From an optimization exercise on the open Yosys and OpenROAD flow, aimed at small area, a short achievable clock period and few clock cycles per item; shortcuts taken in it are not production practice. Only simulation tests tie the RTL to the original design; equivalence was not proved.

==> design.v <==
module convsame #(
    parameter MAXC = 16
) (
    input  wire               clk,
    input  wire               rst,           
    input  wire               kw_en,
    input  wire [4:0]         kw_addr,
    input  wire signed [15:0] kw_data,
    input  wire               start,
    input  wire [9:0]         cfg_len,       
    input  wire [2:0]         cfg_sps_m1,    
    input  wire [4:0]         cfg_half,      
    output wire               busy,
    input  wire               in_valid,
    output wire               in_ready,
    input  wire signed [15:0] in_re,
    input  wire signed [15:0] in_im,
    output wire               out_valid,
    input  wire               out_ready,
    output reg  signed [15:0] out_re,
    output reg  signed [15:0] out_im
);
    localparam W = 2 * MAXC + 1;             
    localparam S_IDLE = 2'd0;
    localparam S_PUSH = 2'd1;
    localparam S_MAC  = 2'd2;
    localparam S_OUT  = 2'd3;
    reg [1:0] state;
    reg signed [15:0] g [0:MAXC];
    reg [9:0]  len_r;
    reg [3:0]  sps_r;
    reg [4:0]  half_r;
    reg [13:0] total_r;                      
    reg [13:0] pushed;                       
    reg [9:0]  taken;                        
    reg [2:0]  phase;                        
    reg [13:0] produced;                     
    reg [5:0]  k;                            
    reg signed [15:0] win_re [0:W-1];
    reg signed [15:0] win_im [0:W-1];
    reg signed [39:0] acc_re;
    reg signed [39:0] acc_im;
    integer i;
    wire need_in = (phase == 3'd0) && (taken != len_r);
    assign busy      = (state != S_IDLE);
    assign in_ready  = (state == S_PUSH) && need_in;
    assign out_valid = (state == S_OUT);
    wire [5:0] tap_d = (k <= {1'b0, half_r}) ? ({1'b0, half_r} - k) : (k - {1'b0, half_r});
    wire signed [15:0] coef = g[tap_d[4:0]];
    wire signed [15:0] x_re = win_re[k];
    wire signed [15:0] x_im = win_im[k];
    wire signed [31:0] prod_re = x_re * coef;
    wire signed [31:0] prod_im = x_im * coef;
    wire signed [39:0] sum_re  = acc_re + {{8{prod_re[31]}}, prod_re};
    wire signed [39:0] sum_im  = acc_im + {{8{prod_im[31]}}, prod_im};
    function signed [15:0] round_sat;
        input signed [39:0] a;
        reg   signed [39:0] r;
        begin
            r = (a + 40'sd16384) >>> 15;
            if (r > 40'sd32767)
                round_sat = 16'sh7fff;
            else if (r < -40'sd32768)
                round_sat = 16'sh8000;
            else
                round_sat = r[15:0];
        end
    endfunction
    always @(posedge clk) begin
        if (kw_en && !busy && kw_addr <= MAXC)
            g[kw_addr] <= kw_data;
    end
    always @(posedge clk) begin
        if (rst) begin
            state <= S_IDLE;
        end else begin
            case (state)
            S_IDLE: begin
                if (start && cfg_len != 10'd0) begin
                    len_r    <= cfg_len;
                    sps_r    <= {1'b0, cfg_sps_m1} + 4'd1;
                    half_r   <= cfg_half;
                    total_r  <= cfg_len * ({1'b0, cfg_sps_m1} + 4'd1);
                    pushed   <= 14'd0;
                    taken    <= 10'd0;
                    phase    <= 3'd0;
                    produced <= 14'd0;
                    for (i = 0; i < W; i = i + 1) begin
                        win_re[i] <= 16'sd0;
                        win_im[i] <= 16'sd0;
                    end
                    state <= S_PUSH;
                end
            end
            S_PUSH: begin
                if (!need_in || in_valid) begin
                    for (i = W - 1; i > 0; i = i - 1) begin
                        win_re[i] <= win_re[i-1];
                        win_im[i] <= win_im[i-1];
                    end
                    win_re[0] <= need_in ? in_re : 16'sd0;
                    win_im[0] <= need_in ? in_im : 16'sd0;
                    if (need_in)
                        taken <= taken + 10'd1;
                    phase  <= (phase == sps_r[2:0] - 3'd1) ? 3'd0 : phase + 3'd1;
                    pushed <= pushed + 14'd1;
                    if (pushed + 14'd1 == produced + {9'd0, half_r} + 14'd1) begin
                        k      <= 6'd0;
                        acc_re <= 40'sd0;
                        acc_im <= 40'sd0;
                        state  <= S_MAC;
                    end
                end
            end
            S_MAC: begin
                acc_re <= sum_re;
                acc_im <= sum_im;
                k      <= k + 6'd1;
                if (k == {half_r, 1'b0}) begin
                    out_re <= round_sat(sum_re);
                    out_im <= round_sat(sum_im);
                    state  <= S_OUT;
                end
            end
            S_OUT: begin
                if (out_ready) begin
                    produced <= produced + 14'd1;
                    if (produced + 14'd1 == total_r)
                        state <= S_IDLE;
                    else
                        state <= S_PUSH;
                end
            end
            endcase
        end
    end
endmodule
==> run.sh <==
#!/bin/bash
# synth_recipe.tcl (not shown) runs the flow's synth.tcl, then flattens the netlist and writes it again
# the make line also repeats each setting of config.mk as NAME=value (left out here)
make -C /OpenROAD-flow-scripts/flow DESIGN_CONFIG=/design/flow/config.mk WORK_HOME=/design/flow/orfs CLKGATE_MAP_FILE= SYNTH_SCRIPT=/design/flow/synth_recipe.tcl finish
==> config.mk <==
export PLATFORM = sky130hd
export DESIGN_NAME = convsame
export DESIGN_NICKNAME = convsame
export VERILOG_FILES = /design/flow/design.v
export SDC_FILE = /design/flow/constraint.sdc
export NUM_CORES = 4
export LEC_CHECK = 0
export CAP_MARGIN = 20
export CORE_MARGIN = 2
export CORE_UTILIZATION = 40
export SLEW_MARGIN = 20
==> constraint.sdc <==
create_clock -name core_clock -period 15.0 [get_ports {clk}]
set_input_delay 3.0000 -clock core_clock [delete_from_list [all_inputs] [get_ports {clk}]]
set_output_delay 3.0000 -clock core_clock [all_outputs]
set_load 0.01 [all_outputs]
==> flow_metrics.env <==
export IMPL_totalNegativeSetupSlack_ps=0
export IMPL_synth_edf_count=1519
export IMPL_wl_per_cell_um=23.2
export IMPL_start_util=0.402
export IMPL_slew_viol_final=0
export IMPL_cts_sinks=1521
export IMPL_dpl_cell_area_mm2=0.0968
export IMPL_synth_area_leaders="edfxtp_1 50%, fa_1 12%, and2_1 8.0%, ha_1 4.0%, inv_1 2.8%"
export IMPL_drive_above_1_share=0.117
export IMPL_maxCapViolCount=0
export IMPL_place_gp_congestion=0.871
export IMPL_clock_root_buffer="clkbuf_16"
export IMPL_syn_nets=8396
export IMPL_worst_slew_pin_slew_ps=1260
export IMPL_dieWidth_um=482
export IMPL_synth_ff_type="edfxtp_1"
export IMPL_avgSynthCellArea_um2=12.2
export IMPL_finalClockSkew_ps=70.8
export IMPL_whs_path_depth=1
export IMPL_async_reset_ff_frac=0
export IMPL_hold_start="win_im[5][12]"
export IMPL_synth_most_common_cell="edfxtp_1"
export IMPL_cp_data_required_time_ps=15570
export IMPL_syn_inst=7479
export IMPL_synth_area_leader_cell="edfxtp_1"
export IMPL_min_period_over_period=0.945
export IMPL_routed_wl_mm=248
export IMPL_rows=175
export IMPL_ys_ff_latch=1521
export IMPL_final_cells=10700
export IMPL_fp_dieH_um=482
export IMPL_clock_latency_ps=840
export IMPL_grt_setup_unrepaired="no"
export IMPL_post_route_util=0.451
export IMPL_grt_antenna_before_repair=12
export IMPL_cp_slowest_cell="fa_1"
export IMPL_holdPathEnd="win_im[6][12]"
export IMPL_clk_pin_slew_ps=60
export IMPL_outcome="no timing/DRC/antenna violations"
export IMPL_netlist_area_mm2=0.0914
export IMPL_maxSlewHeadroom=0.163
export IMPL_cts_tree="built"
export IMPL_synth_warning_count=3
export IMPL_ios=112
export IMPL_min_path_type="reg -> reg"
export IMPL_grt_max_degree=257
export IMPL_setup_viol=0
export IMPL_arrival_ps=14750
export IMPL_viasPerCell=5.61
export IMPL_drc_errors=0
export IMPL_ys_types=110
export IMPL_cp_end_kind="register"
export IMPL_dp_hpwl_mm=162
export IMPL_coreArea_mm2=0.227
export IMPL_dieArea_mm2=0.232
export IMPL_grt_first_pass_wirelength_mm=376
export IMPL_cts_made_buffers=164
export IMPL_drtIter0Drc=6713
export IMPL_areaGrowthSynthToFinish_pct=12.2
export IMPL_startpoint_type="register"
export IMPL_rr_worst_depth=52
export IMPL_synth_common_cells="1519 x edfxtp_1, 1165 x and2_1, 679 x inv_1"
export IMPL_final_min_clock_period_ps=14180
export IMPL_numPortBuffers=111
export IMPL_crit_type="reg -> reg"
export IMPL_drtAntennaViolNets=0
export IMPL_max_freq_mhz=70.5
export IMPL_dp_cells=10400
export IMPL_critical_path_max_fanout=32
export IMPL_htreeDepth=4
export IMPL_crit_top_cell="a21o_1"
export IMPL_vias=60000
export IMPL_timing_rr_start="k[0]"
export IMPL_reg2reg_setup_slack_ps=820
export IMPL_groute_usage_overall=0.212
export IMPL_first_pass_iters=8
export IMPL_clk_path_buf_depth=3
export IMPL_fin_area_mm2=0.103
export IMPL_finalHoldViolCount=0
export IMPL_timing_rr_end="out_re[4]"
export IMPL_final_nets=8469
export IMPL_ys_seq_area_frac=0.500
export IMPL_cpPeakStageDelay_ps=540
export IMPL_netlist_area_leader_share=0.499
export IMPL_grt_ovfl_total=0
export IMPL_grt_pass1_vias=60900
export IMPL_nFillCells=20700
[timing repair]
action	4_1_cts	5_1_grt
buffers inserted	0	26
setup endpoints to repair	0	31
hold buffers	0	0
gates resized for setup	0	9
[area by class of cell]
class	instances	area (um^2)	share of cell area
Clock inverter	113	1220	0.0119
Antenna cell	3	7.51	0.0000732
Sequential cell	1521	45700	0.445
Clock buffer	187	4210	0.0411
Tap cell	3009	3760	0.0367
Timing Repair Buffer	327	3080	0.0300
Inverter	680	2550	0.0249
Multi-Input combinational cell	4858	42100	0.410
[how the worst max path moves through the flow]
stage | depth (start not counted) | end | start | slack (ps)
after floorplan | 5 | taken[0] | cfg_len[1] | -24440
after global placement | 50 | out_re[11] | k[0] | 580
after detailed placement | 50 | out_re[12] | k[0] | 290
after CTS | 50 | out_re[11] | k[0] | 240
after global routing | 54 | out_im[7] | k[0] | 50
final | 52 | out_re[4] | k[0] | 820
[kinds of logic after synthesis]
group | after synthesis | share of synthesized area
fa+ha+maj | 840 | 0.160
mux | 131 | 0.0232
simple gates | 2542 | 0.157
flops | 1521 | 0.500
buf+inv | 1100 | 0.0460
xor+xnor | 257 | 0.0249
compound gates | 1088 | 0.0896
[routing by layer]
layer  share of wire  track usage  vias to the layer above
met5         0.00035            0                        -
met4           0.031       0.0661                       12
met3           0.082       0.0387                      420
met2            0.47        0.346                     2363
met1            0.41        0.288                    30700
li1                -            -                    26500
[worst max-delay path: cells and delay by family, from the launching register on]
family / cells / cell delay, ps
AND/OR/NAND/NOR: 6 / 1730
XOR/XNOR: 1 / 180
buffers and inverters: 10 / 1500
adder cells (fa/ha/maj): 10 / 4280
flip-flops: 1 / 470
multiplexers: 6 / 1380
AO/OA/AOI/OAI: 19 / 4320
[flip-flops by register name, indices dropped and copies added (netlist names), 3 cells and up]
name      flops
g           272
win_re      528
produced     14
acc_im       40
acc_re       40
phase         3
out_im       16
k             6
taken        10
total_r      14
sps_r         3
len_r        10
pushed       14
half_r        5
out_re       16
win_im      528
[through the flow]
stage | setup WS [ps] | hold WS (ps)
2_1_floorplan | -24440 | 488
3_3_place_gp | 584 | 528
3_5_place_dp | 292 | 535
4_1_cts | 240 | 506
5_1_grt | 51.2 | 514
6_report | 825 | 497
[cells in the final DEF (no fill, tap or decap), drive strengths merged, types with 111 or more instances in the layout]
cell type,Yosys,final
ha,293,293
nor2,476,476
inv,680,689
nand2,176,176
edfxtp,1519,1519
or2,216,216
and2,1168,1168
a22oi,188,188
a221oi,154,154
buf,49,215
fa,547,547
xnor2,159,159
clkdlybuf4s50,0,111
clkbuf,370,188
a21oi,156,156
a22o,136,136
nand4,119,119
Testbench counts, summed over its fixed seeds: cycles 310,639, items 10,661.

[re-timing with driven ports]
The results above use ideal ports. As a check the final layout listed here was re-extracted and re-timed, cells and wires unchanged.
Step 1, drivers: a clkbuf_16 drives clk and a buf_2 each remaining input, both assumed.
Step 2 moves the port delays by t, midway between the first and last clock arrival at a register: inputs arrive t later, outputs are due t later. That takes back most of the time a late clock gives input paths.
Three values: ideal ports, drivers, drivers and shift; two values: the first two.
shift t [ns]: 0.908
slack for setup (ns): 0.825 / 0.825 / 0.825
hold WS [ns]: 0.497 / 0.497 / 0.497
worst register clock-pin slew, ns: 0.07 / 0.07
After both steps this run still meets setup and hold. The setup slack of this run moves by 0.000 ns with the drivers and by 0.000 ns with both steps.
